Source: an optimization exercise on an open RTL-to-GDS flow (aim: small area). Production flows keep margins and buffers that such runs may drop.
The RTL was checked by simulation tests, not by an equivalence proof against the original design.
No driver is modelled on the clock port, so clocking that relies on it looks cheaper here than on a real chip.
Power figures rest on the tool's default switching activity, not on a simulated workload.

$ cat design.v
module illum_rx (
    input  wire        clk,
    input  wire        rst,               
    input  wire        in_valid,
    input  wire [7:0]  in_data,
    input  wire        in_long,           
    input  wire        in_check_framing,  
    output reg         out_valid,
    output reg         out_long,
    output reg  [2:0]  out_err,
    output reg  [7:0]  out_bcc,
    output reg  [6:0]  out_head,
    output reg  [15:0] out_cmd,
    output reg  [31:0] out_param,
    output reg  [2:0]  out_status,
    output reg         out_low_battery,
    output wire        out_d1_absent,
    output reg         out_d1_neg,
    output reg  [13:0] out_d1_mant,
    output wire [3:0]  out_d1_exp,
    output wire        out_d2_absent,
    output reg         out_d2_neg,
    output reg  [13:0] out_d2_mant,
    output wire [3:0]  out_d2_exp,
    output wire        out_d3_absent,
    output reg         out_d3_neg,
    output reg  [13:0] out_d3_mant,
    output wire [3:0]  out_d3_exp
);
    localparam [7:0] STX = 8'h02;
    localparam [7:0] ETX = 8'h03;
    localparam [7:0] CR  = 8'h0D;
    localparam [7:0] LF  = 8'h0A;
    localparam [7:0] SP  = 8'h20;
    localparam [2:0] S_H1 = 3'b000;
    localparam [2:0] S_H2 = 3'b001;
    localparam [2:0] S_F1 = 3'b100;
    localparam [2:0] S_F2 = 3'b101;
    localparam [2:0] S_F3 = 3'b110;
    localparam [2:0] S_T  = 3'b010;
    reg [2:0] seg;
    reg [2:0] ph;
    reg       chk;       
    reg [3:0] e1, e2, e3;
    wire      sp_ok = e3[0];
    wire      sp_nx = is_sp & (p0 | sp_ok);
    assign out_d1_exp = e1;
    assign out_d2_exp = e2;
    assign out_d3_exp = e3;
    assign out_d1_absent = e1[3] & ~e1[2];
    assign out_d2_absent = e2[3] & ~e2[2];
    assign out_d3_absent = e3[3] & ~e3[2];
    wire [7:0] b = in_data;
    wire       is_dig = (b[7:4] == 4'h3) && (b[3:0] <= 4'd9);
    wire       is_sp  = (b == SP);
    wire p0 = ~ph[2] & ~ph[0];
    wire p1 = ~ph[1] &  ph[0];
    wire p2 = ~ph[2] &  ph[1];
    wire p3 =  ph[2] &  ph[0];
    wire p4 =  ph[1] & ~ph[0];
    wire p5 =  ph[2] & ~ph[1];
    wire in_h1 = (seg == S_H1);
    wire in_h2 = (seg == S_H2);
    wire in_f  = seg[2];
    wire in_t  = (seg == S_T);
    wire seg_end = (in_h2 & p2) | (in_t & p4) | p5;
    reg  [2:0] seg_nx;
    always @(*) begin
        case (seg)
            S_H1:    seg_nx = S_H2;
            S_H2:    seg_nx = out_long ? S_F1 : S_T;
            S_F1:    seg_nx = S_F2;
            S_F2:    seg_nx = S_F3;
            S_F3:    seg_nx = S_T;
            default: seg_nx = S_H1;
        endcase
    end
    always @(posedge clk) begin
        if (rst) begin
            seg       <= S_H1;
            ph        <= 3'b000;
            out_valid <= 1'b0;
        end else begin
            out_valid <= in_valid & in_t & p4;
            if (in_valid) begin
                if (seg_end) begin
                    seg <= seg_nx;
                    ph  <= 3'b000;
                end else begin
                    ph  <= {ph[1:0], ~ph[2]};
                end
            end
        end
    end
    wire        first = p1;
    wire [9:0]  x = out_d3_mant[9:0] & {10{~first}};
    wire [13:0] h;
    wire [13:0] cy;
    assign h[0]  = b[0];
    assign h[1]  = x[0] ^ b[1];
    assign cy[2] = x[0] & b[1];
    assign h[2]  = x[1] ^ b[2] ^ cy[2];
    assign cy[3] = ((x[1] & b[2]) | (x[1] & cy[2]) | (b[2] & cy[2])) | b[3];
    genvar gi;
    generate
        for (gi = 3; gi <= 10; gi = gi + 1) begin : g_fa
            wire a_ = x[gi-3];
            wire b_ = x[gi-1];
            assign h[gi]    = a_ ^ b_ ^ cy[gi];
            assign cy[gi+1] = (a_ & b_) | (a_ & cy[gi]) | (b_ & cy[gi]);
        end
    endgenerate
    assign h[11]  = x[8] ^ cy[11];
    assign cy[12] = x[8] & cy[11];
    assign h[12]  = x[9] ^ cy[12];
    assign h[13]  = x[9] & cy[12];
    wire [3:0] nib = p1 ? out_bcc[7:4] : out_bcc[3:0];
    wire       nib_let = nib[3] & (nib[2] | nib[1]);
    wire [2:0] nib_m1  = nib[2:0] - 3'd1;
    wire       hex_ok  = nib_let ? ((b[7:6] == 2'b01) && (b[4:3] == 2'b00) && (b[2:0] == nib_m1))
                                 : ((b[7:4] == 4'h3) && (b[3:0] == nib));
    wire meas_bad = (sp_ok & ~is_sp & ~p1) | (~is_dig & ~(sp_ok & is_sp));
    always @(posedge clk) begin
        if (in_valid) begin
            if (in_h1 & p0) begin
                out_long <= in_long;
                chk      <= in_check_framing;
            end
            if (in_h1 & p2)
                out_head <= h[6:0];
            if ((in_h1 & (p3 | p4 | p5)) | in_h2)
                {out_cmd, out_param} <= {out_cmd[7:0], out_param, b};
            if (in_f & p0) begin
                out_d1_neg  <= out_d2_neg;
                out_d2_neg  <= out_d3_neg;
                out_d3_neg  <= (b == 8'h2D);
                out_d1_mant <= out_d2_mant;
                out_d2_mant <= out_d3_mant;
                e1 <= e2;
                e2 <= e3;
            end
            if ((p1 | p2 | p3 | p4) & ~in_t)
                out_d3_mant <= h;
            if (~in_t)
                e3[0] <= p5 ? b[0] : sp_nx;
            if (p5)
                e3[3:1] <= sp_nx ? 3'b100 : {~(b[3] ^ b[2]), ~b[2], b[1]};
            if (in_h1 & p0)
                out_err <= (in_check_framing && b != STX) ? 3'd1 : 3'd0;
            if (in_h1 & (p1 | p2) & ~is_dig & (out_err == 3'd0))
                out_err <= 3'd3;
            if (in_f & ~p0 & meas_bad & (out_err == 3'd0))
                out_err <= seg;
            if (in_t & (p1 | p2) & ~hex_ok & (out_err != 3'd1))
                out_err <= 3'd2;
            if (in_t & chk & ((p0 & b != ETX) | (p3 & b != CR) | (p4 & b != LF)))
                out_err <= 3'd1;
        end
    end
    wire bcc_clr = in_valid & in_h1 & p0;
    wire bcc_acc = in_valid & ~(in_t & ~p0);
    always @(posedge clk)
        out_bcc <= (out_bcc ^ (b & {8{bcc_acc}})) & {8{~bcc_clr}};
    wire [7:0] s1 = out_param[23:16];
    wire [7:0] s3 = out_param[7:0];
    always @(*) begin
        case (s1)
            8'h20, 8'h37: out_status = 3'd0;
            8'h35:        out_status = 3'd1;
            8'h31:        out_status = 3'd2;
            8'h32:        out_status = 3'd3;
            8'h33:        out_status = 3'd4;
            default:      out_status = 3'd7;
        endcase
        case (s3)
            8'h30, 8'h32: out_low_battery = 1'b0;
            8'h31, 8'h33: out_low_battery = 1'b1;
            default: begin
                out_low_battery = 1'b0;
                out_status      = 3'd7;
            end
        endcase
    end
endmodule
$ cat flow/run.sh
#!/bin/bash
# Layout flow:
#  1. the standard synthesis, unchanged (standard.sh synth).
#  2. Area resynthesis of the combinational logic only: the netlist's
#     combinational cells are read back as logic and remapped by ABC with an
#     area-oriented script; every register (and every adder cell) stays the
#     same instance, with the same name and cell type.
#  3. The standard ORFS layout of that netlist (standard.sh finish), with
#     buf_1 port buffers, a clkbuf_4 clock tree without dummy loads, and
#     flow/downsize.tcl before the placement repairs.
# Logs: synth.log, resynth.log and flow.log here; each ORFS step's own log
# stays in orfs/logs.
set -euo pipefail
cd "$(dirname "$0")/.."
WORK=$PWD
R=$WORK/orfs/results/$FLOW_PLATFORM/illum_rx/base
LIB=$FLOW_HOME/platforms/$FLOW_PLATFORM/lib/sky130_fd_sc_hd__tt_025C_1v80.lib
YOSYS=$FLOW_HOME/../tools/install/yosys/bin/yosys

export BUFFER_PORTS_ARGS="-buffer_cell sky130_fd_sc_hd__buf_1"
export CTS_ARGS="-sink_clustering_enable -repair_clock_nets -dont_use_dummy_load -buf_list sky130_fd_sc_hd__clkbuf_4"
export DOWNSIZE_MAX_FANOUT=6
export PRE_GLOBAL_PLACE_TCL="$WORK/flow/downsize.tcl"
export PRE_RESIZE_TCL="$WORK/flow/downsize.tcl"
export PRE_CTS_TCL="$WORK/flow/small_bufs.tcl"
export PRE_GLOBAL_ROUTE_TCL="$WORK/flow/small_bufs.tcl"

bash standard.sh synth > synth.log 2>&1

mkdir -p resynth
cp "$R/1_2_yosys.v" resynth/standard.v
python3 flow/mkmodels.py "$LIB" resynth/comb_models.v
printf '%s\n' "strash" "&get -n" "&deepsyn -T 30" "&put" "dch -f" "amap" "strash" "dch -f" "amap" "topo" > resynth/area.abc
DU=""
for c in $(cat flow/dont_use.txt); do DU="$DU -dont_use $c"; done
cat > resynth/resynth.ys <<EOY
read_liberty -lib $LIB
read_verilog -overwrite $WORK/resynth/comb_models.v
read_verilog $WORK/resynth/standard.v
hierarchy -top $FLOW_TOP
flatten
rename -hide w:*
delete t:\$scopeinfo
techmap
opt -purge
abc -liberty $LIB $DU -script $WORK/resynth/area.abc
opt_clean -purge
splitnets
opt_clean -purge
hilomap -singleton -hicell sky130_fd_sc_hd__conb_1 HI -locell sky130_fd_sc_hd__conb_1 LO
tee -o $WORK/resynth/stat.txt stat -liberty $LIB
write_verilog -noattr -noexpr -nohex -nodec $WORK/resynth/resynth.v
EOY
# Use the resynthesized netlist only if yosys finished, every cell is a
# library cell, and the registers are exactly the standard synthesis's.
if "$YOSYS" -s resynth/resynth.ys > resynth.log 2>&1 &&
   ! grep -qE '^ *\\?\$' resynth/resynth.v &&
   diff <(grep -oE 'sky130_fd_sc_hd__[a-z0-9_]*df[a-z0-9_]* +[^ ]+' resynth/standard.v | sort) \
        <(grep -oE 'sky130_fd_sc_hd__[a-z0-9_]*df[a-z0-9_]* +[^ ]+' resynth/resynth.v | sort) >> resynth.log
then
  echo "using the resynthesized netlist" >> resynth.log
  cp resynth/resynth.v "$R/1_2_yosys.v"
  rm -f "$R/1_synth.odb" "$R/1_synth.sdc"
else
  echo "resynthesis rejected; keeping the standard netlist" >> resynth.log
fi
bash standard.sh finish > flow.log 2>&1
$ cat flow/dont_use.txt
sky130_fd_sc_hd__probe_p_8 sky130_fd_sc_hd__probec_p_8 sky130_fd_sc_hd__lpflow_bleeder_1 sky130_fd_sc_hd__lpflow_clkbufkapwr_1 sky130_fd_sc_hd__lpflow_clkbufkapwr_16 sky130_fd_sc_hd__lpflow_clkbufkapwr_2 sky130_fd_sc_hd__lpflow_clkbufkapwr_4 sky130_fd_sc_hd__lpflow_clkbufkapwr_8 sky130_fd_sc_hd__lpflow_clkinvkapwr_1 sky130_fd_sc_hd__lpflow_clkinvkapwr_16 sky130_fd_sc_hd__lpflow_clkinvkapwr_2 sky130_fd_sc_hd__lpflow_clkinvkapwr_4 sky130_fd_sc_hd__lpflow_clkinvkapwr_8 sky130_fd_sc_hd__lpflow_decapkapwr_12 sky130_fd_sc_hd__lpflow_decapkapwr_3 sky130_fd_sc_hd__lpflow_decapkapwr_4 sky130_fd_sc_hd__lpflow_decapkapwr_6 sky130_fd_sc_hd__lpflow_decapkapwr_8 sky130_fd_sc_hd__lpflow_inputiso0n_1 sky130_fd_sc_hd__lpflow_inputiso0p_1 sky130_fd_sc_hd__lpflow_inputiso1n_1 sky130_fd_sc_hd__lpflow_inputiso1p_1 sky130_fd_sc_hd__lpflow_inputisolatch_1 sky130_fd_sc_hd__lpflow_isobufsrc_1 sky130_fd_sc_hd__lpflow_isobufsrc_16 sky130_fd_sc_hd__lpflow_isobufsrc_2 sky130_fd_sc_hd__lpflow_isobufsrc_4 sky130_fd_sc_hd__lpflow_isobufsrc_8 sky130_fd_sc_hd__lpflow_isobufsrckapwr_16 sky130_fd_sc_hd__lpflow_lsbuf_lh_hl_isowell_tap_1 sky130_fd_sc_hd__lpflow_lsbuf_lh_hl_isowell_tap_2 sky130_fd_sc_hd__lpflow_lsbuf_lh_hl_isowell_tap_4 sky130_fd_sc_hd__lpflow_lsbuf_lh_isowell_4 sky130_fd_sc_hd__lpflow_lsbuf_lh_isowell_tap_1 sky130_fd_sc_hd__lpflow_lsbuf_lh_isowell_tap_2 sky130_fd_sc_hd__lpflow_lsbuf_lh_isowell_tap_4
$ cat flow/downsize.tcl
# Before the placement-stage repair: give combinational cells the smallest
# drive of their family, and keep that repair to small buffers; it then
# sizes up or buffers only where slew, capacitance or fanout need it.
set max_fanout $::env(DOWNSIZE_MAX_FANOUT)
set lib_cells {}
foreach lc [get_lib_cells sky130_fd_sc_hd__*] { lappend lib_cells [get_name $lc] }
set dont_use $::env(DONT_USE_CELLS)
set n 0
foreach inst [[ord::get_db_block] getInsts] {
  set m [[$inst getMaster] getName]
  if {![regexp {^(sky130_fd_sc_hd__[a-z0-9]+)_([0-9]+)$} $m -> fam drive]} continue
  if {[string match "*df*" $fam] || [string match "*clk*" $fam] || [string match "*tap*" $fam] || [string match "*conb*" $fam]} continue
  set fo 0
  foreach it [$inst getITerms] {
    if {[$it isOutputSignal] && [$it getNet] ne "NULL"} { set fo [expr {$fo + [llength [[$it getNet] getITerms]] - 1}] }
  }
  if {$fo > $max_fanout} continue
  set best $m
  set best_area [[$inst getMaster] getWidth]
  foreach d {0 1 2} {
    set c ${fam}_$d
    if {[lsearch -exact $lib_cells $c] < 0 || [lsearch -exact $dont_use $c] >= 0} continue
    set mm [[ord::get_db] findMaster $c]
    if {$mm eq "NULL"} continue
    if {[$mm getWidth] < $best_area} { set best $c; set best_area [$mm getWidth] }
  }
  if {$best ne $m} {
    replace_cell [$inst getName] $best
    incr n
  }
}
puts "downsize: replaced $n cells"
set_dont_use [get_lib_cells {sky130_fd_sc_hd__bufbuf_8 sky130_fd_sc_hd__bufbuf_16 sky130_fd_sc_hd__buf_6 sky130_fd_sc_hd__buf_8 sky130_fd_sc_hd__buf_12 sky130_fd_sc_hd__buf_16}]
$ cat flow/mkmodels.py
# Writes a Verilog model of every combinational cell of a liberty file, from
# its pins' function attributes: python3 mkmodels.py LIB OUT.v
# Sequential cells and the multi-output adder cells get no model, so they stay
# black boxes when the netlist is flattened.
import re,sys
lib=open(sys.argv[1]).read()
# split cells
out=[]
skip=[]
for m in re.finditer(r'\n\s*cell\s*\(\s*"?(sky130_fd_sc_hd__\w+)"?\s*\)\s*\{', lib):
    name=m.group(1)
    start=m.end()
    # find matching brace
    depth=1; i=start
    while depth:
        c=lib[i]
        if c=='{': depth+=1
        elif c=='}': depth-=1
        i+=1
    body=lib[start:i]
    if re.search(r'\b(ff|latch|statetable)\s*\(',body) or 'fa_' in name or name.endswith(('__ha_1','__ha_2','__ha_4')):
        skip.append(name); continue
    pins=[]
    for pm in re.finditer(r'\n\s*pin\s*\(\s*"?(\w+)"?\s*\)\s*\{',body):
        pn=pm.group(1); s=pm.end(); d=1; j=s
        while d:
            c=body[j]
            if c=='{': d+=1
            elif c=='}': d-=1
            j+=1
        pb=body[s:j]
        dr=re.search(r'direction\s*:\s*"?(\w+)"?',pb).group(1)
        fn=re.search(r'\bfunction\s*:\s*"([^"]*)"',pb)
        pins.append((pn,dr,fn.group(1) if fn else None))
    outs=[p for p in pins if p[1]=='output']
    ins=[p for p in pins if p[1]=='input']
    if not outs or any(p[2] is None for p in outs):
        skip.append(name); continue
    def conv(f):
        f=f.replace('!','~').replace('*','&').replace('+','|')
        # liberty implicit AND by space between operands e.g. "A B"
        f=re.sub(r'(?<=[\w)])\s+(?=[\w(~])',' & ',f)
        return f
    ports=", ".join([f"input {p[0]}" for p in ins]+[f"output {p[0]}" for p in outs])
    s=f"module {name}({ports});\n"
    for p in outs: s+=f"  assign {p[0]} = {conv(p[2])};\n"
    s+="endmodule\n"
    out.append(s)
open(sys.argv[2],'w').write("".join(out))
print(len(out),'models; skipped',len(skip))
$ cat flow/small_bufs.tcl
# Keep later repairs to small buffers too.
set_dont_use [get_lib_cells {sky130_fd_sc_hd__bufbuf_8 sky130_fd_sc_hd__bufbuf_16 sky130_fd_sc_hd__buf_6 sky130_fd_sc_hd__buf_8 sky130_fd_sc_hd__buf_12 sky130_fd_sc_hd__buf_16}]
$ cat standard.sh
#!/bin/bash
# synth_recipe.tcl (not shown) runs the flow's synth.tcl, then flattens the netlist and writes it again
# the make line also repeats each setting of config.mk as NAME=value (left out here)
make -C /OpenROAD-flow-scripts/flow DESIGN_CONFIG=/design/flow/config.mk WORK_HOME=/design/flow/orfs CLKGATE_MAP_FILE= SYNTH_SCRIPT=/design/flow/synth_recipe.tcl "${@:-finish}"
$ cat config.mk
export PLATFORM = sky130hd
export DESIGN_NAME = illum_rx
export DESIGN_NICKNAME = illum_rx
export VERILOG_FILES = /design/flow/design.v
export SDC_FILE = /design/flow/constraint.sdc
export NUM_CORES = 4
export LEC_CHECK = 0
export CAP_MARGIN = 20
export CORE_MARGIN = 2
export CORE_UTILIZATION = 40
export SLEW_MARGIN = 20
$ cat constraint.sdc
create_clock -name core_clock -period 10.0 [get_ports {clk}]
set_input_delay 2.0000 -clock core_clock [delete_from_list [all_inputs] [get_ports {clk}]]
set_output_delay 2.0000 -clock core_clock [all_outputs]
set_load 0.01 [all_outputs]
==> notes.md, run 1 <==
synth warn=1; Critical Path AT=6410 ps; via/cell ratio=roughly 4.8; Peak VDD IR=roughly 0.073 mV; P_leak=1.88 nW; Hold-fix buffers, CTS=0; hold-critical path depth=0; initial DRC count=approximately 190; Pwr Total=a little under 1 mW; hold path startpoint=out_param[30]$_DFFE_PP_; Slew Limit Fails=0; slowest CP cell=nor2_1; gp weighted congestion=0.859; Worst setup EP type=register; clock sink count=around 130; clock skew=between 30 and 40 ps; CTS clock-pin slew for the worst setup and hold paths=around 110 ps; Crit Path Max Fanout=11; first-pass GRT wire length=15.8 mm; GRT overflow=0; largest net degree at the start of global routing=40; Slew @ Worst Pin=a little under 1000 ps; Post-Synthesis Cells=330; R2R cell count=20; drt pass-1 iters=4; placed insts=between 600 and 700; Final Hold Fails=0; Worst R2R End=out_d3_mant[12]$_DFFE_PP_; Initial Util=41.4%; max_cap viols=0; share of layout cells above drive strength 1=approximately 4.5%; DRC violations left=0; Final Cycle Share=61.2%; clock latency (worst-skew pair)=roughly 520 ps; CTS tree=done; fmax=163 MHz; Post-Syn Area=~5000 sq um; # setup viols final=0; syn nets=359; RSZ-0062 raised after global routing=false; Ports=around 150; CP peak stage delay=slightly above 600 ps; core area=around 12000 sq um; initial antenna violation count=1; Slew headroom=34.0%; post-DP HPWL=7.81 mm; crit-path most repeated cell=fa_1; post-route minimum period=between 6000 and 7000 ps; Area after DPL=around 5800 sq um; Num CTS Buffers=17; Finished Layout Cells=662; WL per Instance=between 15 and 20 um; post-route ant nets=0; number of buffers added on ports=around 140; final worst hold slack=around 430 ps; # rows=40; via count=between 3k and 4k; Crit Path Category=register to register; crit path cell chain=clkinv_1 -> nor2_1 -> clkinv_1 -> nand2_1 -> clkinv_1 -> ha_1 -> clkinv_1 -> fa_1 -> nor2b_1 -> fa_1 -> clkinv_1 -> fa_1 -> fa_1 -> fa_1 -> fa_1 -> fa_1 -> fa_1 -> fa_1 -> ha_1 -> ha_1; Worst Path Required=approximately 10000 ps; crit start category=register; Layout area overhead=18.7%; Global Route Usage Sum=between 15 and 20%; final non-filler cell area=roughly 6000 sq um; vias in the first global route=approximately 3k; post_cts resized=0; average size of a mapped cell=15.2 sq um; worst r2r src=ph[0]$_SDFFE_PP0P_; nets=roughly 520; Die H=approximately 120 um; Die Width=116 um; run status=timing/DRC/antenna clean; Hold EP=out_cmd[6]$_DFFE_PP_; Post-CTS Setup Bufs=0; final WL=approximately 10 mm; TNS Setup=0 ps; die area=13500 sq um; PwrDens=about 170 nW/um^2; reg2reg setup slack=just under 4000 ps; Tightest Hold Check Type=register to register
## final cells by class
cell class | count | area [sq um]
repair buffers | 146 | 558
multi-input cells | 170 | 1130
fillers | 1097 | 6160
diodes | 1 | 2.50
flip-flops and latches | 132 | 3810
clock buffers | 17 | 128
well taps | 168 | 210
inverters | 28 | 105
## critical path, delay by kind of cell (launching register included)
family                   cells  cell delay (ps)
AND/OR/NAND/NOR              3             1000
adder cells (fa/ha/maj)     12             3780
flip-flops                   1              360
buffers and inverters        5              750
## metrics by stage
stage	setup WS, ps	util (%)
2_1_floorplan	3930	-
3_3_place_gp	3520	47.9
3_5_place_dp	3390	48.0
4_1_cts	3890	49.0
5_1_grt	3360	49.1
6_report	3880	49.1
## worst max path at each step
stage / slack [ps] / startpoint / depth (start not counted) / end
2_1_floorplan: 3930 / in_data[1] / 15 / out_d3_mant[12]$_DFFE_PP_
3_5_place_dp: 3390 / in_data[1] / 16 / out_d3_mant[12]$_DFFE_PP_
4_1_cts: 3890 / ph[0]$_SDFFE_PP0P_ / 20 / out_d3_mant[12]$_DFFE_PP_
3_3_place_gp: 3520 / in_data[1] / 16 / out_d3_mant[12]$_DFFE_PP_
5_1_grt: 3360 / ph[0]$_SDFFE_PP0P_ / 20 / out_d3_mant[12]$_DFFE_PP_
6_report: 3880 / ph[0]$_SDFFE_PP0P_ / 20 / out_d3_mant[12]$_DFFE_PP_
## where the power goes
part	internal, mW	switching [mW]
Combinational	0.0382	0.0729
Clock	0.0775	0.152
Sequential	0.631	0.0198
Total	0.747	0.245
## metal layers
metal	GRT usage (%)	share of wire (%)
met1	20.2	43
met2	25.7	49
met3	5.18	6.4
met4	7.46	1.7
met5	0	0
## placed cells by master (no fill, tap or decap), types with 2 or more instances in the layout
cell type	n
buf_1	145
edfxtp_1	117
nor2_1	42
clkinv_1	28
nand2_1	18
clkbuf_4	17
nor2b_1	15
dfxtp_1	15
fa_1	9
a21oi_1	9
a211oi_1	9
o22ai_1	8
ha_1	7
o21ai_0	7
or3_1	7
nor3_1	5
o21a_1	5
or2_0	4
nor4_1	4
or4_1	3
nand2b_1	2
nand4b_1	2
o21bai_1	2
## state kept, by name (all words and copies together), names as in the netlist, 7 cells and up
register,cells
out_bcc,8
out_param,32
out_head,7
out_d2_mant,14
out_d3_mant,14
out_cmd,16
out_d1_mant,14
==> inputs of run 2 (changes only) <==
--- a/config.mk
+++ b/config.mk
@@ -5,7 +5,7 @@
 export SDC_FILE = /design/flow/constraint.sdc
 export NUM_CORES = 4
 export LEC_CHECK = 0
-export CAP_MARGIN = 20
+export CAP_MARGIN = 0
 export CORE_MARGIN = 2
 export CORE_UTILIZATION = 40
-export SLEW_MARGIN = 20
+export SLEW_MARGIN = 0
==> run 2 against run 1 <==
  * Design area is 0.36% lower
  * First-iteration DRC count increased by 3.6%
  * Final cell count is 0.15% lower
  * Global-route usage decreased by 0.079 points
  * Setup slack got worse by 26 ps
  * Wire length is 1.2% higher
  * Clock skew is 2.9 ps lower
  * Synthesized cell count is the same
  * Critical path type unchanged
  * Largest cell class unchanged
  * Largest power group unchanged
==> notes.md, run 2 <==
run status=timing/DRC/antenna clean; # setup viols final=0; vias in the first global route=around 3.0k; Critical Path AT=roughly 6400 ps; Worst Path Required=roughly 10000 ps; nets=around 520; CTS clock-pin slew for the worst setup and hold paths=between 100 and 150 ps; Register Area=3810 sq um; Global Route Usage Sum=around 16%; final core occ=49.0%; Tightest Hold Check Type=register to register; WL per Instance=approximately 16 um; Int Power=~0.75 mW; PwrDens=167 nW/um^2; Layout area overhead=18.2%; Ports=~150; Num CTS Buffers=17; final worst hold slack=426 ps; drt pass-1 iters=4; Slew @ Worst Pin=1170 ps; Area after DPL=5800 sq um; area of the multi-input gates=~1100 sq um; Slew Limit Fails=0; Final Hold Fails=0; via/cell ratio=approximately 4.8; post_cts resized=0; CTS tree=done; clock sink count=132; clock latency (worst-skew pair)=approximately 520 ps; Post-CTS Setup Bufs=0; die area=around 13000 sq um; via count=3168; post-DP HPWL=between 7 and 8 mm; first-pass GRT wire length=15.8 mm; Worst setup EP type=register; Post-Syn Area=between 5000 and 6000 sq um; share of layout cells above drive strength 1=under 10%; Net Switching=between 0.2 and 0.25 mW; fillers=roughly 1.1k; Hold-fix buffers, CTS=0; Combinational Power Share=between 10% and 20%; number of buffers added on ports=about 140; commonest non-fill, non-tap cells in the layout=buf_1, edfxtp_1, nor2_1; post-route minimum period=between 6000 and 7000 ps; P_leak=roughly 1.9 nW; # rows=40; initial DRC count=between 150 and 200; Die Width=between 100 and 150 um; final WL=approximately 10 mm; DRC violations left=0; reg2reg setup slack=~3900 ps; leading cell type in the layout, fill and taps excluded=buf_1; core area=around 12000 sq um; max_cap viols=0; sequential group share of total power=65.6%; pre-CTS WS=about 3400 ps; final non-filler cell area=roughly 5900 sq um; crit start category=register; Setup WS post-layout=approximately 3900 ps; average size of a mapped cell=15.2 sq um; Peak VDD IR=0.0704 mV; clock skew=between 30 and 40 ps; RSZ-0062 raised after global routing=false; post-route ant nets=0; synth warn=1; Final Cycle Share=between 60 and 70%; gp weighted congestion=between 0.8 and 0.9; syn nets=approximately 360; Die H=roughly 120 um; Crit Path Max Fanout=11; Sw Share=24.8%; clock group share of total power=a little under a quarter; largest net degree at the start of global routing=40; initial antenna violation count=1; Slew headroom=a little over a fifth; TNS Setup=0 ps; Post-Synthesis Cells=330; Crit Path Category=register to register; fmax=~160 MHz; GRT overflow=0; max FFs per register=32; Initial Util=~41%
==> run 2: cell count changes in the layout (fill, tap and decap cells not counted), sizes merged <==
cell	delta
clkbuf	-1
==> run 2: through the flow <==
step,std cells,power [mW]
2_1_floorplan,330,0.727
3_3_place_gp,643,0.771
3_5_place_dp,643,0.775
4_1_cts,660,1.01
5_1_grt,661,1.04
6_report,661,0.993
==> run 2: routing by layer <==
layer  track usage [%]  share of wire, %  vias to the layer above
met1              20.0                42                     1480
met4              7.78               1.9                        0
met2              25.6                49                      133
li1                  -                 -                     1539
met3              5.07               7.0                       16
met5                 0                 0                        -
==> run 2: worst max-delay path: stages (launching register included) <==
cell,delay (ps)
dfxtp_1,360
clkinv_1,170
nor2_1,620
clkinv_1,380
nand2_1,230
clkinv_1,80
ha_1,180
clkinv_1,50
fa_1,150
nor2b_1,170
fa_1,190
clkinv_1,70
fa_1,370
fa_1,400
fa_1,400
fa_1,400
fa_1,420
fa_1,420
fa_1,390
ha_1,200
ha_1,280
==> run 2: worst paths after layout <==
path                           startpoint                        end  depth (start not counted)
setup reg to reg       ph[0]$_SDFFE_PP0P_  out_d3_mant[12]$_DFFE_PP_                         20
hold / removal    out_param[30]$_DFFE_PP_       out_cmd[6]$_DFFE_PP_                          0
hold reg to reg   out_param[30]$_DFFE_PP_       out_cmd[6]$_DFFE_PP_                          0
setup / recovery       ph[0]$_SDFFE_PP0P_  out_d3_mant[12]$_DFFE_PP_                         20
==> run 2: final cells by class <==
cell class                 count  share of cell area, %
antenna                        1                 0.0422
clock buffer                  17                   2.15
inverter                      28                   1.77
timing repair buffer         145                   9.18
tap                          168                   3.54
multi-input combinational    170                   19.0
sequential                   132                   64.3
==> run 2: power groups by stage <==
stage / Sequential (mW) / Clock, mW / Combinational, mW
after CTS: 0.651 / 0.242 / 0.112
after floorplan: 0.669 / 0 / 0.0585
after global placement: 0.663 / 0 / 0.108
after detailed placement: 0.664 / 0 / 0.111
final: 0.651 / 0.231 / 0.111
after global routing: 0.654 / 0.263 / 0.127
==> inputs of run 3 (changes only) <==
--- a/flow/run.sh
+++ b/flow/run.sh
@@ -30,10 +30,15 @@
 mkdir -p resynth
 cp "$R/1_2_yosys.v" resynth/standard.v
 python3 flow/mkmodels.py "$LIB" resynth/comb_models.v
-printf '%s\n' "strash" "&get -n" "&deepsyn -T 30" "&put" "dch -f" "amap" "strash" "dch -f" "amap" "topo" > resynth/area.abc
 DU=""
 for c in $(cat flow/dont_use.txt); do DU="$DU -dont_use $c"; done
-cat > resynth/resynth.ys <<EOY
+# Four resynthesis runs with different ABC seeds, in parallel; the smallest
+# one that passes the checks below is used.
+for k in 1 2 3 4; do
+  d=resynth/s$k
+  mkdir -p $d
+  printf '%s\n' "strash" "&get -n" "&deepsyn -S $k -T 30" "&put" "dch -f" "amap" "strash" "dch -f" "amap" "topo" > $d/area.abc
+  cat > $d/resynth.ys <<EOY
 read_liberty -lib $LIB
 read_verilog -overwrite $WORK/resynth/comb_models.v
 read_verilog $WORK/resynth/standard.v
@@ -43,23 +48,36 @@
 delete t:\$scopeinfo
 techmap
 opt -purge
-abc -liberty $LIB $DU -script $WORK/resynth/area.abc
+abc -liberty $LIB $DU -script $WORK/$d/area.abc
 opt_clean -purge
 splitnets
 opt_clean -purge
 hilomap -singleton -hicell sky130_fd_sc_hd__conb_1 HI -locell sky130_fd_sc_hd__conb_1 LO
-tee -o $WORK/resynth/stat.txt stat -liberty $LIB
-write_verilog -noattr -noexpr -nohex -nodec $WORK/resynth/resynth.v
+tee -o $WORK/$d/stat.txt stat -liberty $LIB
+write_verilog -noattr -noexpr -nohex -nodec $WORK/$d/resynth.v
 EOY
-# Use the resynthesized netlist only if yosys finished, every cell is a
-# library cell, and the registers are exactly the standard synthesis's.
-if "$YOSYS" -s resynth/resynth.ys > resynth.log 2>&1 &&
-   ! grep -qE '^ *\\?\$' resynth/resynth.v &&
-   diff <(grep -oE 'sky130_fd_sc_hd__[a-z0-9_]*df[a-z0-9_]* +[^ ]+' resynth/standard.v | sort) \
-        <(grep -oE 'sky130_fd_sc_hd__[a-z0-9_]*df[a-z0-9_]* +[^ ]+' resynth/resynth.v | sort) >> resynth.log
-then
-  echo "using the resynthesized netlist" >> resynth.log
-  cp resynth/resynth.v "$R/1_2_yosys.v"
+  ( "$YOSYS" -s $d/resynth.ys > resynth_s$k.log 2>&1 || true ) &
+done
+wait
+
+# A run counts only if yosys finished, every cell is a library cell, and the
+# registers are exactly the standard synthesis's.
+regs() { grep -oE 'sky130_fd_sc_hd__[a-z0-9_]*df[a-z0-9_]* +[^ ]+' "$1" | sort; }
+best=""; best_area=""
+for k in 1 2 3 4; do
+  d=resynth/s$k
+  [[ -s $d/resynth.v && -s $d/stat.txt ]] || continue
+  grep -qE '^ *\\?\$' $d/resynth.v && continue
+  diff <(regs resynth/standard.v) <(regs $d/resynth.v) > /dev/null || continue
+  a=$(grep 'Chip area' $d/stat.txt | awk '{print $NF}')
+  echo "seed $k: area $a" >> resynth.log
+  if [[ -z "$best" ]] || awk -v a="$a" -v b="$best_area" 'BEGIN { exit !(a < b) }'; then
+    best=$d; best_area=$a
+  fi
+done
+if [[ -n "$best" ]]; then
+  echo "using $best ($best_area)" >> resynth.log
+  cp $best/resynth.v "$R/1_2_yosys.v"
   rm -f "$R/1_synth.odb" "$R/1_synth.sdc"
 else
   echo "resynthesis rejected; keeping the standard netlist" >> resynth.log
==> run 3 against run 2 <==
  * Still clean
  * Setup slack better by 78 ps
  * Combinational power hardly changed
  * Non-clock buffer count is 2 higher
  * Highest routed layer unchanged
  * Total power is 0.37% lower
  * Largest cell class unchanged
  * First-iteration DRC count is 8.5% lower
  * Area after synthesis is 0.12% lower
  * Synthesized cell count stayed put
  * Die area is 0.12% lower
  * Count of clock-buffer cells in the layout stayed put
==> notes.md, run 3 <==
run status=timing/DRC/antenna clean; fmax=about 160 MHz; Combinational Power Share=roughly 11%; PwrDens=between 150 and 200 nW/um^2; final non-filler cell area=slightly below 6000 sq um; max FFs per register=32; Die H=around 120 um; DRC violations left=0; Crit Path Max Fanout=11; vias in the first global route=slightly above 3k; Layout area overhead=18.3%; first-pass GRT wire length=16.2 mm; initial DRC count=between 150 and 200; RSZ-0062 raised after global routing=false; number of buffers added on ports=144; Die Width=around 120 um; average size of a mapped cell=approximately 15 sq um; Final Cycle Share=approximately three fifths; Slew @ Worst Pin=about 1100 ps; reg2reg setup slack=approximately 3900 ps; worst r2r src=ph[0]$_SDFFE_PP0P_; post-route minimum period=around 6100 ps; Final Hold Fails=0; Hold EP=out_param[18]$_DFFE_PP_; via count=3271; Worst R2R End=out_d3_mant[12]$_DFFE_PP_; # rows=40; Crit Path Category=register to register; Hold-fix buffers, CTS=0; commonest non-fill, non-tap cells in the layout=buf_1, edfxtp_1, nor2_1; CTS clock-pin slew for the worst setup and hold paths=100 ps; Worst Path Required=between 10000 and 15000 ps; GRT overflow=0; Area after DPL=roughly 5800 sq um; gp weighted congestion=slightly below 0.9; sequential group share of total power=around 66%; TNS Setup=0 ps; max_cap viols=0; synth warn=1; initial antenna violation count=0; post-DP HPWL=between 8 and 9 mm; # setup viols final=0; Initial Util=41.4%; Int Power=0.745 mW; Worst setup EP type=register; clock sink count=around 130; Critical Path AT=6330 ps; post_cts resized=0; Slew headroom=25.5%; CTS tree=done; share of layout cells above drive strength 1=between 4 and 5%; Num CTS Buffers=17; Net Switching=between 0.2 and 0.25 mW; clock latency (worst-skew pair)=510 ps; drt pass-1 iters=4; hold-critical path depth=0; Peak VDD IR=approximately 0.046 mV; Ports=~150; final WL=10.8 mm; nets=roughly 530; largest net degree at the start of global routing=33; Sw Share=between 20% and 30%; ant diodes=0; Tightest Hold Check Type=register to register; Post-Synthesis Cells=330; die area=13400 sq um; via/cell ratio=around 5; clock group share of total power=a little under a quarter; leading cell type in the layout, fill and taps excluded=buf_1; R2R cell count=20; clock skew=~31 ps; Post-CTS Setup Bufs=0; Global Route Usage Sum=about 16%; Post-Syn Area=5010 sq um; Slew Limit Fails=0; P_leak=approximately 1.9 nW; syn nets=359; post-route ant nets=0; crit start category=register; core area=12100 sq um; hold path startpoint=out_param[10]$_DFFE_PP_; WL per Instance=16.3 um
[run 3: per-layer routing]
| layer | global-route usage [%] | vias up | wire length (um) |
|---|---|---|---|
| met5 | 0 | - | 0 |
| met1 | 19.8 | 1573 | 4630 |
| met3 | 5.75 | 26 | 679 |
| met4 | 8.73 | 0 | 335 |
| li1 | - | 1546 | - |
| met2 | 26.2 | 126 | 5140 |
[run 3: power groups by stage]
stage	clock network [mW]	registers [mW]	logic, mW
after floorplan	0	0.667	0.0574
after global placement	0	0.663	0.106
after detailed placement	0	0.663	0.109
after CTS	0.243	0.650	0.110
after global routing	0.261	0.653	0.124
final	0.230	0.650	0.109
[run 3: how the worst max path moves through the flow]
stage                       start                   endpoint  slack [ps]  cells after the start
2_1_floorplan          in_data[1]  out_d3_mant[12]$_DFFE_PP_        3930                     15
3_3_place_gp           in_data[1]  out_d3_mant[12]$_DFFE_PP_        3540                     16
3_5_place_dp           in_data[1]  out_d3_mant[12]$_DFFE_PP_        3490                     16
4_1_cts        ph[0]$_SDFFE_PP0P_  out_d3_mant[12]$_DFFE_PP_        3930                     20
5_1_grt        ph[0]$_SDFFE_PP0P_  out_d3_mant[12]$_DFFE_PP_        3430                     20
6_report       ph[0]$_SDFFE_PP0P_  out_d3_mant[12]$_DFFE_PP_        3930                     20
[run 3: layout make-up]
cell class / instances / area, sq um
Sequential cell: 132 / 3810
Inverter: 31 / 116
Timing Repair Buffer: 147 / 552
Multi-Input combinational cell: 167 / 1110
Tap cell: 168 / 210
Fill cell: 1102 / 6180
Clock buffer: 17 / 128
[run 3: critical path, cell delays in order (launching register included)]
cell and delay [ps]:
dfxtp_1 360, clkinv_1 170, nor2_1 590, clkinv_1 340
nand2_1 220, clkinv_1 90, ha_1 180, clkinv_1 50
fa_1 140, nor2b_1 170, fa_1 210, clkinv_1 80
fa_1 380, fa_1 390, fa_1 390, fa_1 430
fa_1 420, fa_1 400, fa_1 370, ha_1 190
ha_1 260
[run 3: stage by stage]
stage	hold slack, ps	utilization [%]	setup slack [ps]	total power, mW	cells
floorplan	448	-	3930	0.725	330
global placement	428	47.9	3540	0.768	645
detailed placement	430	47.9	3490	0.772	645
CTS	417	48.9	3930	1.00	662
global route	445	48.9	3430	1.04	662
finish	414	48.9	3930	0.989	662
==> inputs of run 4 (changes only) <==
--- a/flow/downsize.tcl
+++ b/flow/downsize.tcl
@@ -30,4 +30,4 @@
   }
 }
 puts "downsize: replaced $n cells"
-set_dont_use [get_lib_cells {sky130_fd_sc_hd__bufbuf_8 sky130_fd_sc_hd__bufbuf_16 sky130_fd_sc_hd__buf_6 sky130_fd_sc_hd__buf_8 sky130_fd_sc_hd__buf_12 sky130_fd_sc_hd__buf_16}]
+source [file join [file dirname [info script]] small_bufs.tcl]
==> flow/small_bufs.tcl (replaced) <==
# Keep repairs to small cells: no buffers above buf_4, and no logic cell
# of drive 4 or more (a small buffer fixes a slow net for less area).
set big {}
foreach lc [get_lib_cells sky130_fd_sc_hd__*] {
  set n [get_name $lc]
  if {[string match "*clkbuf*" $n] || [string match "*clkinv*" $n] || [string match "*df*" $n]} continue
  if {[regexp {_(\d+)$} $n -> d] && $d >= 4 && ![string match "sky130_fd_sc_hd__buf_4" $n]} { lappend big $lc }
}
set_dont_use $big
==> run 4 against run 3 <==
  * Setup slack worse by 25 ps
  * Sequential power about the same
  * Non-clock buffer count unchanged
  * Still clean
  * Die area unchanged
  * Total power up 0.11%
  * Critical path depth unchanged
  * Synthesized cell count unchanged
  * Global-route usage about the same
  * Clock skew down 7.7 ps
  * Critical endpoint unchanged
  * Clock power about the same
  * Design area down 0.32%
  * Area after synthesis unchanged
==> notes.md, run 4 <==
synth warn=1; Final Hold Fails=0; max FFs per register=32; Slew Limit Fails=0; post-route minimum period=just over 6000 ps; cell family with most CP delay=adder cells; die area=between 10000 and 15000 sq um; Die Width=between 100 and 150 um; Worst setup EP type=register; post-DP HPWL=~8 mm; CTS tree=done; Worst Path Required=slightly above 10000 ps; Final Cycle Share=between 60% and 70%; Post-CTS Setup Bufs=0; Layout area overhead=17.9%; fillers=around 1.1k; syn nets=between 300 and 400; clock skew=roughly 24 ps; Net Switching=about 0.25 mW; via count=3286; RSZ-0062 raised after global routing=false; final WL=approximately 11 mm; crit path cell chain=clkinv_1 -> nor2_1 -> clkinv_1 -> nand2_1 -> clkinv_1 -> ha_1 -> clkinv_1 -> fa_1 -> nor2b_1 -> fa_1 -> clkinv_1 -> fa_1 -> fa_1 -> fa_1 -> fa_1 -> fa_1 -> fa_1 -> fa_1 -> ha_1 -> ha_1; initial antenna violation count=0; core area=roughly 12000 sq um; Num CTS Buffers=17; post_cts resized=0; Slew @ Worst Pin=approximately 1100 ps; CTS clock-pin slew for the worst setup and hold paths=approximately 100 ps; Crit Path Category=register to register; # rows=40; leading cell type in the layout, fill and taps excluded=buf_1; Slew headroom=23.4%; Critical Path AT=roughly 6400 ps; slowest CP cell=nor2_1; Tightest Hold Check Type=register to register; first-pass GRT wire length=between 15 and 20 mm; Initial Util=between 40 and 50%; max_cap viols=0; commonest non-fill, non-tap cells in the layout=buf_1, edfxtp_1, nor2_1; clock group share of total power=around a quarter; PwrDens=168 nW/um^2; Combinational Power Share=between 10 and 15%; gp weighted congestion=just under 0.9; CP Buf/Inv Count=5; Peak VDD IR=about 0.062 mV; placed insts=about 650; crit-path most repeated cell=fa_1; drt pass-1 iters=4; Crit Path Max Fanout=11; reg2reg setup slack=between 3000 and 4000 ps; via/cell ratio=just under 5; crit start category=register; Global Route Usage Sum=between 10% and 20%; fmax=164 MHz; Sw Share=approximately a quarter; Finished Layout Cells=662; clock sink count=132; ant diodes=0; Post-Syn Area=around 5000 sq um; # setup viols final=0; GRT overflow=0; P_leak=about 1.9 nW; largest net degree at the start of global routing=around 50; run status=timing/DRC/antenna clean; vias in the first global route=approximately 3.1k; nets=between 500 and 600; TNS Setup=0 ps; Die H=around 120 um; average size of a mapped cell=15.2 sq um; number of buffers added on ports=between 100 and 150; Int Power=around 0.74 mW; clock latency (worst-skew pair)=520 ps; initial DRC count=257; Post-Synthesis Cells=between 300 and 400; DRC violations left=0; post-route ant nets=0; Hold-fix buffers, CTS=0; WL per Instance=16.1 um; share of layout cells above drive strength 1=a little over 4%; sequential group share of total power=about two thirds; Ports=~150; CP peak stage delay=620 ps
-- run 4: cell count changes in the layout (fill, tap and decap cells not counted) --
cell	change
nor2_2	+1
a31oi_1	+1
buf_1	-1
a31oi_4	-1
nor2_4	-1
buf_2	+1
-- run 4: final cells by class --
| type | instances | area (sq um) | share of cell area, % |
|---|---|---|---|
| clock buffer | 17 | 128 | 2.16 |
| inverter | 31 | 116 | 1.97 |
| multi-input combinational | 167 | 1090 | 18.4 |
| sequential | 132 | 3810 | 64.5 |
| tap | 168 | 210 | 3.56 |
| timing repair buffer | 147 | 553 | 9.36 |
-- run 4: power groups by stage --
stage               Clock [mW]  Combinational [mW]  Sequential, mW
floorplan                    0              0.0574           0.667
global placement             0               0.105           0.663
detailed placement           0               0.107           0.663
CTS                      0.243               0.108           0.650
global route             0.263               0.124           0.653
finish                   0.233               0.107           0.650
-- run 4: final timing paths --
path | to | cells after the start | from
min | out_d1_mant[4]$_DFFE_PP_ | 0 | out_d2_mant[4]$_DFFE_PP_
max | out_d3_mant[12]$_DFFE_PP_ | 20 | ph[0]$_SDFFE_PP0P_
max reg2reg | out_d3_mant[12]$_DFFE_PP_ | 20 | ph[0]$_SDFFE_PP0P_
min reg2reg | out_d1_mant[4]$_DFFE_PP_ | 0 | out_d2_mant[4]$_DFFE_PP_
-- run 4: stage by stage --
step	cell area (sq um)	utilization (%)	power, mW	setup WS (ps)	hold slack [ps]
floorplan	5010	-	0.725	3930	448
global placement	5790	47.8	0.768	3540	429
detailed placement	5780	47.7	0.771	3500	434
CTS	5910	48.8	1.00	3920	440
global route	5910	48.8	1.04	3530	445
finish	5910	48.8	0.990	3910	433
-- run 4: layer usage --
metal	GRT usage, %	wire [um]	vias to the layer above
met2	25.9	5160	134
li1	-	-	1547
met5	0	0	-
met4	7.94	265	0
met1	20.5	4460	1581
met3	5.70	795	24
==> inputs of run 5 (changes only) <==
--- a/flow/run.sh
+++ b/flow/run.sh
@@ -3,12 +3,14 @@
 #  1. the standard synthesis, unchanged (standard.sh synth).
 #  2. Area resynthesis of the combinational logic only: the netlist's
 #     combinational cells are read back as logic and remapped by ABC with an
-#     area-oriented script; every register (and every adder cell) stays the
-#     same instance, with the same name and cell type.
+#     area-oriented script (four ABC seeds, the smallest result kept);
+#     every register (and every full-adder cell) stays the same instance,
+#     with the same name and cell type.
 #  3. The standard ORFS layout of that netlist (standard.sh finish), with
 #     buf_1 port buffers, a clkbuf_4 clock tree without dummy loads, and
-#     flow/downsize.tcl before the placement repairs.
-# Logs: synth.log, resynth.log and flow.log here; each ORFS step's own log
+#     flow/downsize.tcl before the placement repairs and flow/small_bufs.tcl
+#     before the later ones.
+# Logs: synth.log, resynth_s1..4.log, resynth.log and flow.log here; each ORFS step's own log
 # stays in orfs/logs.
 set -euo pipefail
 cd "$(dirname "$0")/.."
--- a/flow/mkmodels.py
+++ b/flow/mkmodels.py
@@ -1,7 +1,7 @@
 # Writes a Verilog model of every combinational cell of a liberty file, from
 # its pins' function attributes: python3 mkmodels.py LIB OUT.v
-# Sequential cells and the multi-output adder cells get no model, so they stay
-# black boxes when the netlist is flattened.
+# Sequential cells and the full adders get no model, so they stay black boxes
+# when the netlist is flattened.
 import re,sys
 lib=open(sys.argv[1]).read()
 # split cells
@@ -18,7 +18,7 @@
         elif c=='}': depth-=1
         i+=1
     body=lib[start:i]
-    if re.search(r'\b(ff|latch|statetable)\s*\(',body) or 'fa_' in name or name.endswith(('__ha_1','__ha_2','__ha_4')):
+    if re.search(r'\b(ff|latch|statetable)\s*\(',body) or 'fa_' in name:
         skip.append(name); continue
     pins=[]
     for pm in re.finditer(r'\n\s*pin\s*\(\s*"?(\w+)"?\s*\)\s*\{',body):
==> run 5 against run 4 <==
  * Fmax rose by 5.1%
  * Largest cell class unchanged
  * Worst hold slack barely moved
  * Total power rose by 1.4%
  * Sequential cell count did not move
  * Still clean on timing, DRC and antenna
  * Clock power barely moved
==> notes.md, run 5 <==
run status=timing/DRC/antenna clean; Post-CTS Setup Bufs=0; core area=between 10000 and 15000 sq um; Slew headroom=20.8%; first-pass GRT wire length=between 15 and 20 mm; Hold-fix buffers, CTS=0; Post-Syn Area=slightly below 5000 sq um; Final Cycle Share=just under 60%; Final Hold Fails=0; commonest non-fill, non-tap cells in the layout=buf_1, edfxtp_1, nor2_1; via/cell ratio=~4.9; Critical Path AT=6060 ps; CP peak stage delay=approximately 420 ps; Combinational Power Share=a little under an eighth; average size of a mapped cell=between 15 and 20 sq um; CP Buf/Inv Count=4; number of buffers added on ports=roughly 140; CTS clock-pin slew for the worst setup and hold paths=around 90 ps; crit-path most repeated cell=fa_1; gp weighted congestion=between 0.8 and 0.9; Net Switching=0.251 mW; P_leak=roughly 1.8 nW; Layout area overhead=18.2%; post-route minimum period=slightly below 6000 ps; Global Route Usage Sum=between 10% and 20%; Slew @ Worst Pin=between 1000 and 1500 ps; Num CTS Buffers=17; CTS tree=done; vias in the first global route=about 3k; Area after DPL=approximately 5700 sq um; Post-Synthesis Cells=between 300 and 400; Slew Limit Fails=0; # setup viols final=0; # rows=40; final WL=10.2 mm; Pwr Total=1.00 mW; Crit Path Category=input pin to register; via count=around 3.2k; GRT overflow=0; share of layout cells above drive strength 1=around 4%; final non-filler cell area=between 5000 and 6000 sq um; Die Width=around 120 um; initial antenna violation count=0; pre-CTS WS=3710 ps; nets=between 500 and 600; Int Power=about 0.75 mW; clock skew=around 16 ps; initial DRC count=between 200 and 250; syn nets=350; post_cts resized=0; Initial Util=approximately two fifths; Sw Share=between 20% and 30%; synth warn=1; Setup WS post-layout=4200 ps; fmax=172 MHz; Die H=~120 um; post-DP HPWL=approximately 7.6 mm; WL per Instance=15.4 um; Finished Layout Cells=660; Tightest Hold Check Type=register to register; clock latency (worst-skew pair)=roughly 500 ps; clock sink count=132; DRC violations left=0; sequential group share of total power=roughly two thirds; max_cap viols=0; Ports=145; TNS Setup=0 ps; Worst setup EP type=register; Worst Path Required=10260 ps; crit path cell chain=buf_1 -> clkinv_1 -> fa_1 -> nor2b_1 -> fa_1 -> clkinv_1 -> fa_1 -> fa_1 -> fa_1 -> fa_1 -> fa_1 -> fa_1 -> fa_1 -> nand2_1 -> clkinv_1 -> nor2_1 -> nor2_1; drt pass-1 iters=4; max FFs per register=32; die area=between 10000 and 15000 sq um; placed insts=between 600 and 700; RSZ-0062 raised after global routing=false; ant diodes=0; PwrDens=roughly 170 nW/um^2; Crit Path Max Fanout=9; cell family with most CP delay=adder cells; largest net degree at the start of global routing=slightly below 50; clock group share of total power=between 20% and 30%; final worst hold slack=around 430 ps; Peak VDD IR=around 0.074 mV; fillers=about 1.1k; post-route ant nets=0; crit start category=input pin; final core occ=approximately 48%; slowest CP cell=fa_1; leading cell type in the layout, fill and taps excluded=buf_1
-- run 5: worst reg2reg max path, stage by stage (launching register included) --
cell	delay, ps
dfxtp_1	430
clkinv_1	150
nor2_1	490
clkinv_1	270
nand2_1	200
clkinv_1	100
nand2_1	90
fa_1	150
nor2b_1	170
fa_1	190
clkinv_1	70
fa_1	380
fa_1	390
fa_1	390
fa_1	410
fa_1	420
fa_1	420
fa_1	400
nand2_1	90
clkinv_1	80
nor2_1	90
nor2_1	50
-- run 5: final timing paths --
check                                            endpoint  slack, ps                startpoint  depth (start not counted)
worst min register to register   out_d1_mant[5]$_DFFE_PP_        430  out_d2_mant[5]$_DFFE_PP_                          0
worst max register to register  out_d3_mant[12]$_DFFE_PP_       4340        ph[0]$_SDFFE_PP0P_                         21
worst min-delay path             out_d1_mant[5]$_DFFE_PP_        430  out_d2_mant[5]$_DFFE_PP_                          0
worst max-delay path            out_d3_mant[12]$_DFFE_PP_       4200                in_data[2]                         17
-- run 5: final cells by class --
cell class	instances	area, sq um	area share, %
clock buffers	17	128	2.18
inverters	29	109	1.86
flip-flops and latches	132	3810	65.3
well taps	168	210	3.60
repair buffers	147	553	9.46
multi-input cells	167	1030	17.6
-- run 5: layer usage --
metal	vias to the layer above	track usage (%)	part of all wire, %
met4	0	6.99	1.5
met5	-	0	0
met1	1543	20.5	44
met2	117	24.5	48
li1	1547	-	-
met3	12	5.01	6.3
-- run 5: power groups by stage --
stage | sequential, mW | clock (mW) | combinational, mW
global placement | 0.670 | 0 | 0.114
finish | 0.658 | 0.230 | 0.116
floorplan | 0.679 | 0 | 0.0608
detailed placement | 0.672 | 0 | 0.116
CTS | 0.659 | 0.243 | 0.116
global route | 0.663 | 0.263 | 0.130
==> inputs of run 6 (changes only) <==
--- a/flow/run.sh
+++ b/flow/run.sh
@@ -3,14 +3,13 @@
 #  1. the standard synthesis, unchanged (standard.sh synth).
 #  2. Area resynthesis of the combinational logic only: the netlist's
 #     combinational cells are read back as logic and remapped by ABC with an
-#     area-oriented script (four ABC seeds, the smallest result kept);
-#     every register (and every full-adder cell) stays the same instance,
-#     with the same name and cell type.
+#     area-oriented script (eight runs, the smallest result kept); every
+#     register stays the same instance, with the same name and cell type.
 #  3. The standard ORFS layout of that netlist (standard.sh finish), with
 #     buf_1 port buffers, a clkbuf_4 clock tree without dummy loads, and
 #     flow/downsize.tcl before the placement repairs and flow/small_bufs.tcl
 #     before the later ones.
-# Logs: synth.log, resynth_s1..4.log, resynth.log and flow.log here; each ORFS step's own log
+# Logs: synth.log, resynth_s1..8.log, resynth.log and flow.log here; each ORFS step's own log
 # stays in orfs/logs.
 set -euo pipefail
 cd "$(dirname "$0")/.."
@@ -32,17 +31,24 @@
 mkdir -p resynth
 cp "$R/1_2_yosys.v" resynth/standard.v
 python3 flow/mkmodels.py "$LIB" resynth/comb_models.v
+# the same models plus the full adder, so that ABC may also restructure it
+cp resynth/comb_models.v resynth/comb_models_fa.v
+echo 'module sky130_fd_sc_hd__fa_1(input A, input B, input CIN, output COUT, output SUM); assign SUM = A ^ B ^ CIN; assign COUT = (A & B) | (A & CIN) | (B & CIN); endmodule' >> resynth/comb_models_fa.v
 DU=""
 for c in $(cat flow/dont_use.txt); do DU="$DU -dont_use $c"; done
-# Four resynthesis runs with different ABC seeds, in parallel; the smallest
-# one that passes the checks below is used.
-for k in 1 2 3 4; do
+# Eight resynthesis runs, four at a time: four ABC seeds, with the full
+# adder cells kept (runs 1-4) or read back as logic too (runs 5-8). The
+# smallest one that passes the checks below is used.
+for k in 1 2 3 4 5 6 7 8; do
   d=resynth/s$k
+  models=$WORK/resynth/comb_models.v
+  if [[ $k -gt 4 ]]; then models=$WORK/resynth/comb_models_fa.v; fi
+  seed=$(( (k - 1) % 4 + 1 ))
   mkdir -p $d
-  printf '%s\n' "strash" "&get -n" "&deepsyn -S $k -T 30" "&put" "dch -f" "amap" "strash" "dch -f" "amap" "topo" > $d/area.abc
+  printf '%s\n' "strash" "&get -n" "&deepsyn -S $seed -T 30" "&put" "dch -f" "amap" "strash" "dch -f" "amap" "topo" > $d/area.abc
   cat > $d/resynth.ys <<EOY
 read_liberty -lib $LIB
-read_verilog -overwrite $WORK/resynth/comb_models.v
+read_verilog -overwrite $models
 read_verilog $WORK/resynth/standard.v
 hierarchy -top $FLOW_TOP
 flatten
@@ -59,6 +65,7 @@
 write_verilog -noattr -noexpr -nohex -nodec $WORK/$d/resynth.v
 EOY
   ( "$YOSYS" -s $d/resynth.ys > resynth_s$k.log 2>&1 || true ) &
+  if [[ $k -eq 4 ]]; then wait; fi
 done
 wait
 
@@ -66,7 +73,7 @@
 # registers are exactly the standard synthesis's.
 regs() { grep -oE 'sky130_fd_sc_hd__[a-z0-9_]*df[a-z0-9_]* +[^ ]+' "$1" | sort; }
 best=""; best_area=""
-for k in 1 2 3 4; do
+for k in 1 2 3 4 5 6 7 8; do
   d=resynth/s$k
   [[ -s $d/resynth.v && -s $d/stat.txt ]] || continue
   grep -qE '^ *\\?\$' $d/resynth.v && continue
==> run 6 against run 5 <==
  * Count of clock-buffer cells in the layout did not move
  * Combinational power up 97%
  * Die area down 0.22%
  * Critical path depth rose by 7
==> notes.md, run 6 <==
run status=timing/DRC/antenna clean; syn nets=367; vias in the first global route=3096; average size of a mapped cell=13.9 sq um; clock skew=around 28 ps; Die H=between 100 and 150 um; Crit Path Category=input pin to register; Tightest Hold Check Type=register to register; Final Hold Fails=0; post-DP HPWL=a little under 8 mm; Worst setup EP type=register; initial DRC count=between 200 and 250; core area=approximately 12000 sq um; via/cell ratio=roughly 5.2; Num CTS Buffers=17; post-route ant nets=0; Peak VDD IR=between 0.08 and 0.09 mV; nets=533; Crit Path Max Fanout=8; Post-Synthesis Cells=roughly 350; ant diodes=0; max_cap viols=0; CTS clock-pin slew for the worst setup and hold paths=110 ps; drt pass-1 iters=4; leading cell type in the layout, fill and taps excluded=buf_1; Hold-fix buffers, CTS=0; number of buffers added on ports=144; DRC violations left=0; via count=between 3k and 4k; Die Width=115 um; Global Route Usage Sum=around 16%; initial antenna violation count=0; share of layout cells above drive strength 1=3.86%; Worst Path Required=between 10000 and 15000 ps; RSZ-0062 raised after global routing=false; TNS Setup=0 ps; final non-filler cell area=between 5000 and 6000 sq um; first-pass GRT wire length=about 16 mm; Ports=145; # setup viols final=0; P_leak=around 1.8 nW; commonest non-fill, non-tap cells in the layout=buf_1, edfxtp_1, nor2_1; Critical Path AT=around 5100 ps; synth warn=1; Area after DPL=between 5000 and 6000 sq um; Post-Syn Area=~5000 sq um; Slew @ Worst Pin=between 1000 and 1500 ps; WL per Instance=~16 um; PwrDens=209 nW/um^2; final WL=10.7 mm; CTS tree=done; # rows=40; R2R cell count=27; Post-CTS Setup Bufs=0; Initial Util=41.1%; clock latency (worst-skew pair)=530 ps; fmax=a little over 200 MHz; post-route minimum period=~4900 ps; post_cts resized=0; Slew headroom=a little under a quarter; Final Cycle Share=about 50%; gp weighted congestion=0.930; Layout area overhead=17.7%; crit start category=input pin; die area=between 10000 and 15000 sq um; max FFs per register=32; largest net degree at the start of global routing=between 40 and 50; hold-critical path depth=0; clock sink count=between 100 and 150; GRT overflow=0; Slew Limit Fails=0
==> run 6: routing by layer <==
layer	GRT usage (%)	routed length, um
met5	0	0
met2	26.2	5220
met4	8.19	262
met3	5.59	717
met1	19.7	4460
==> run 6: area by class of cell <==
class | count | area (sq um)
Fill cell | 1120 | 6200
Sequential cell | 132 | 3810
Multi-Input combinational cell | 190 | 1010
Timing Repair Buffer | 147 | 553
Tap cell | 147 | 184
Clock buffer | 17 | 128
Inverter | 32 | 120
==> run 6: final timing paths <==
kind	start	to	slack (ps)
worst max-delay path	in_data[1]	out_d3_mant[12]$_DFFE_PP_	5150
worst min-delay path	out_d3_neg$_DFFE_PP_	out_d2_neg$_DFFE_PP_	420
worst max register to register	ph[0]$_SDFFE_PP0P_	out_d3_mant[12]$_DFFE_PP_	5400
worst min register to register	out_d3_neg$_DFFE_PP_	out_d2_neg$_DFFE_PP_	420
==> run 6: per-stage QoR <==
stage	power (mW)	instances	setup slack, ps	hold slack [ps]	util (%)
3_5_place_dp	0.996	648	4680	433	47.3
6_report	1.21	665	5150	423	48.3
2_1_floorplan	0.902	354	4980	480	-
4_1_cts	1.23	665	5250	432	48.3
5_1_grt	1.28	665	4820	445	48.3
3_3_place_gp	0.991	648	4920	431	47.3
==> run 6: worst max-delay path, stage by stage <==
cell and delay, ps:
buf_1 270, a22oi_1 140, a31oi_1 200, nand2_1 90, clkinv_1 40, o21ai_0 130
o22ai_1 190, nand2_1 100, o21ai_0 110, nor2_1 80, a21oi_1 160, nor2_1 80
a21oi_1 170, nor2_1 80, a21oi_1 160, nor2_1 90, a21oi_1 170, nor2_1 90
a21oi_1 180, nor2_1 90, a21oi_1 170, nor2_1 100, o21ai_0 150, a21oi_1 60
==> run 6: where the power goes <==
group	internal (mW)	switching, mW
logic	0.0693	0.158
clock network	0.0776	0.153
registers	0.700	0.0538
==> inputs of run 7 (changes only) <==
--- a/design.v
+++ b/design.v
@@ -145,17 +145,20 @@
                 e3[0] <= p5 ? b[0] : sp_nx;
             if (p5)
                 e3[3:1] <= sp_nx ? 3'b100 : {~(b[3] ^ b[2]), ~b[2], b[1]};
-            if (in_h1 & p0)
-                out_err <= (in_check_framing && b != STX) ? 3'd1 : 3'd0;
-            if (in_h1 & (p1 | p2) & ~is_dig & (out_err == 3'd0))
-                out_err <= 3'd3;
-            if (in_f & ~p0 & meas_bad & (out_err == 3'd0))
-                out_err <= seg;
-            if (in_t & (p1 | p2) & ~hex_ok & (out_err != 3'd1))
-                out_err <= 3'd2;
-            if (in_t & chk & ((p0 & b != ETX) | (p3 & b != CR) | (p4 & b != LF)))
-                out_err <= 3'd1;
         end
+    end
+    wire       frm_bad = in_t & chk & ((p0 & b != ETX) | (p3 & b != CR) | (p4 & b != LF));
+    wire       e_ld    = in_valid & in_h1 & p0;
+    wire       e_frm   = in_valid & frm_bad;
+    wire       e_chk   = in_valid & in_t & (p1 | p2) & ~hex_ok & (out_err != 3'd1);
+    wire       e_pay   = in_valid & ((in_h1 & (p1 | p2) & ~is_dig) | (in_f & ~p0 & meas_bad)) &
+                         (out_err == 3'd0);
+    wire       e_keep  = ~(e_ld | e_frm | e_chk | e_pay);
+    wire [2:0] e_code  = in_f ? seg : 3'd3;
+    always @(posedge clk) begin
+        out_err[0] <= (e_ld & in_check_framing & (b != STX)) | e_frm | (e_pay & e_code[0]) | (e_keep & out_err[0]);
+        out_err[1] <= e_chk | (e_pay & e_code[1]) | (e_keep & out_err[1]);
+        out_err[2] <= (e_pay & e_code[2]) | (e_keep & out_err[2]);
     end
     wire bcc_clr = in_valid & in_h1 & p0;
     wire bcc_acc = in_valid & ~(in_t & ~p0);
==> run 7 against run 6 <==
  * Still clean
  * Final cell count shrank 0.30%
  * Fmax shrank 1.6%
  * Critical path depth stayed put
  * Count of clock-buffer cells in the layout stayed put
  * Combinational power shrank 36%
  * Sequential cell count stayed put
  * Sequential power shrank 9.8%
  * Critical path type unchanged
  * Largest cell class unchanged
==> notes.md, run 7 <==
run status=timing/DRC/antenna clean; Layout area overhead=17.8%; Worst setup EP type=register; crit-path most repeated cell=nor2_1; Global Route Usage Sum=16.1%; vias in the first global route=3139; clock sink count=132; first-pass GRT wire length=between 15 and 20 mm; clock skew=29.9 ps; CTS tree=done; die area=13200 sq um; Pwr Total=~1.1 mW; Worst Path Required=10260 ps; Die Width=115 um; max FFs per register=32; average size of a mapped cell=~14 sq um; DRC violations left=0; P_leak=roughly 1.8 nW; core area=approximately 12000 sq um; share of layout cells above drive strength 1=under 10%; worst r2r src=ph[0]$_SDFFE_PP0P_; TNS Setup=0 ps; Hold-fix buffers, CTS=0; largest net degree at the start of global routing=49; synth warn=1; nets=531; Slew @ Worst Pin=approximately 1200 ps; post-DP HPWL=~7.4 mm; ant diodes=0; Critical Path AT=5190 ps; PwrDens=~180 nW/um^2; gp weighted congestion=around 0.85; syn nets=around 360; CP peak stage delay=roughly 320 ps; Post-CTS Setup Bufs=0; post-route minimum period=slightly below 5000 ps; WL per Instance=between 15 and 20 um; # rows=40; initial DRC count=roughly 180; via count=about 3.4k; GRT overflow=0; slowest CP cell=buf_1; clock latency (worst-skew pair)=520 ps; final core occ=48.2%; Critical Path Start=in_data[1]; fillers=1114; Slew headroom=21.2%; crit path cell chain=buf_1 -> nand2_1 -> o21ai_0 -> o21ai_0 -> nor2_1 -> o21bai_1 -> o22ai_1 -> nand2_1 -> o21ai_0 -> nor2_1 -> a21oi_1 -> nor2_1 -> a21oi_1 -> nor2_1 -> a21oi_1 -> nor2_1 -> a21oi_1 -> nor2_1 -> a21oi_1 -> nor2_1 -> a21oi_1 -> nor2_1 -> o21ai_0 -> a21oi_1; initial antenna violation count=0; Crit Path Max Fanout=8; via/cell ratio=approximately 5.2; Post-Synthesis Cells=351; hold path startpoint=out_d2_mant[2]$_DFFE_PP_; RSZ-0062 raised after global routing=false; commonest non-fill, non-tap cells in the layout=buf_1, edfxtp_1, nor2_1; Ports=around 150; max_cap viols=0; Final Hold Fails=0; # setup viols final=0; Crit Path Category=input pin to register; drt pass-1 iters=4; fmax=between 200 and 250 MHz; crit start category=input pin; Die H=115 um; Tightest Hold Check Type=register to register; number of buffers added on ports=144; CTS clock-pin slew for the worst setup and hold paths=about 100 ps; leading cell type in the layout, fill and taps excluded=buf_1; Final Cycle Share=roughly half; Peak VDD IR=approximately 0.073 mV; final WL=10.3 mm; Slew Limit Fails=0; Initial Util=about two fifths; Post-Syn Area=4910 sq um; R2R cell count=26; hold-critical path depth=0; Num CTS Buffers=17; post_cts resized=0; post-route ant nets=0
==> run 7: cell type report <==
cell class,instances,area [sq um],share of cell area (%)
sequential,132,3780,65.4
multi-input combinational,188,1020,17.6
timing repair buffer,148,558,9.64
tap,147,184,3.18
clock buffer,17,128,2.20
inverter,31,116,2.01
==> run 7: metal layers <==
| metal | global-route usage, % | routed length [um] |
|---|---|---|
| met5 | 0 | 0 |
| met2 | 25.4 | 5000 |
| met3 | 5.69 | 606 |
| met4 | 6.27 | 119 |
| met1 | 20.4 | 4610 |
==> run 7: where the power goes <==
group / internal (mW) / switching (mW) / total [mW]
Combinational: 0.0481 / 0.0969 / 0.145
Sequential: 0.647 / 0.0328 / 0.680
Clock: 0.0776 / 0.155 / 0.232
Total: 0.773 / 0.284 / 1.06
==> run 7: stage by stage <==
| stage | cell area (sq um) | hold slack [ps] | instances | worst slack (ps) |
|---|---|---|---|---|
| 2_1_floorplan | 4910 | 482 | 351 | 4620 |
| 3_3_place_gp | 5670 | 429 | 646 | 4800 |
| 3_5_place_dp | 5660 | 431 | 646 | 4580 |
| 4_1_cts | 5790 | 443 | 663 | 5160 |
| 5_1_grt | 5790 | 454 | 663 | 4570 |
| 6_report | 5790 | 440 | 663 | 5070 |
==> run 7: path summary, 6_finish.rpt <==
path	endpoint	slack, ps
setup / recovery	out_d3_mant[12]$_DFFE_PP_	5070
hold / removal	out_d1_mant[2]$_DFFE_PP_	440
setup reg to reg	out_d3_mant[12]$_DFFE_PP_	5490
hold reg to reg	out_d1_mant[2]$_DFFE_PP_	440
==> run 7: critical path, delay by kind of cell <==
kind,cells,cell delay (ps)
compound gates,13,1870
simple gates,10,970
buf+inv,1,320

static timing again, ports no longer ideal:
In the flow no input, the clock included, has a driving cell. The finished layouts below were timed again as built, in two steps.
Step 1 assumes that a clkbuf_16 drives the clock port and a buf_2 every other input.
Step 2, shift: input delay + t, output delay - t, t = (earliest + latest rising clock arrival at the registers) / 2. This alone moves slack from input paths to output paths.
a / b / c = ideal ports / drivers / drivers and shift; a / b = the first two.
| run | shift t [ns] | slack for setup (ns) | worst setup path at the end | latest minus earliest clock arrival (ns) | slew at the worst register clock pin (ns) |
|---|---|---|---|---|---|
| run 1 | 0.541 | 3.879 / 3.879 / 3.390 | input to register | 0.043 / 0.042 | 0.11 / 0.11 |
| run 2 | 0.539 | 3.853 / 3.853 / 3.368 | input to register | 0.042 / 0.042 | 0.11 / 0.11 |
| run 3 | 0.522 | 3.931 / 3.931 / 3.415 | input to register | 0.033 / 0.033 | 0.10 / 0.10 |
| run 4 | 0.538 | 3.907 / 3.907 / 3.457 | input to register | 0.034 / 0.034 | 0.11 / 0.11 |
| run 5 | 0.524 | 4.202 / 4.207 / 3.683 | input to register | 0.025 / 0.025 | 0.10 / 0.10 |
| run 6 | 0.543 | 5.146 / 5.134 / 4.591 | input to register | 0.032 / 0.032 | 0.11 / 0.12 |
| run 7 | 0.536 | 5.065 / 5.073 / 4.537 | input to register | 0.036 / 0.037 | 0.11 / 0.11 |
After both steps every run listed still meets setup and hold. For run 6, which loses most, drivers alone change the setup slack by -0.012 ns; drivers and shift together by -0.555 ns.
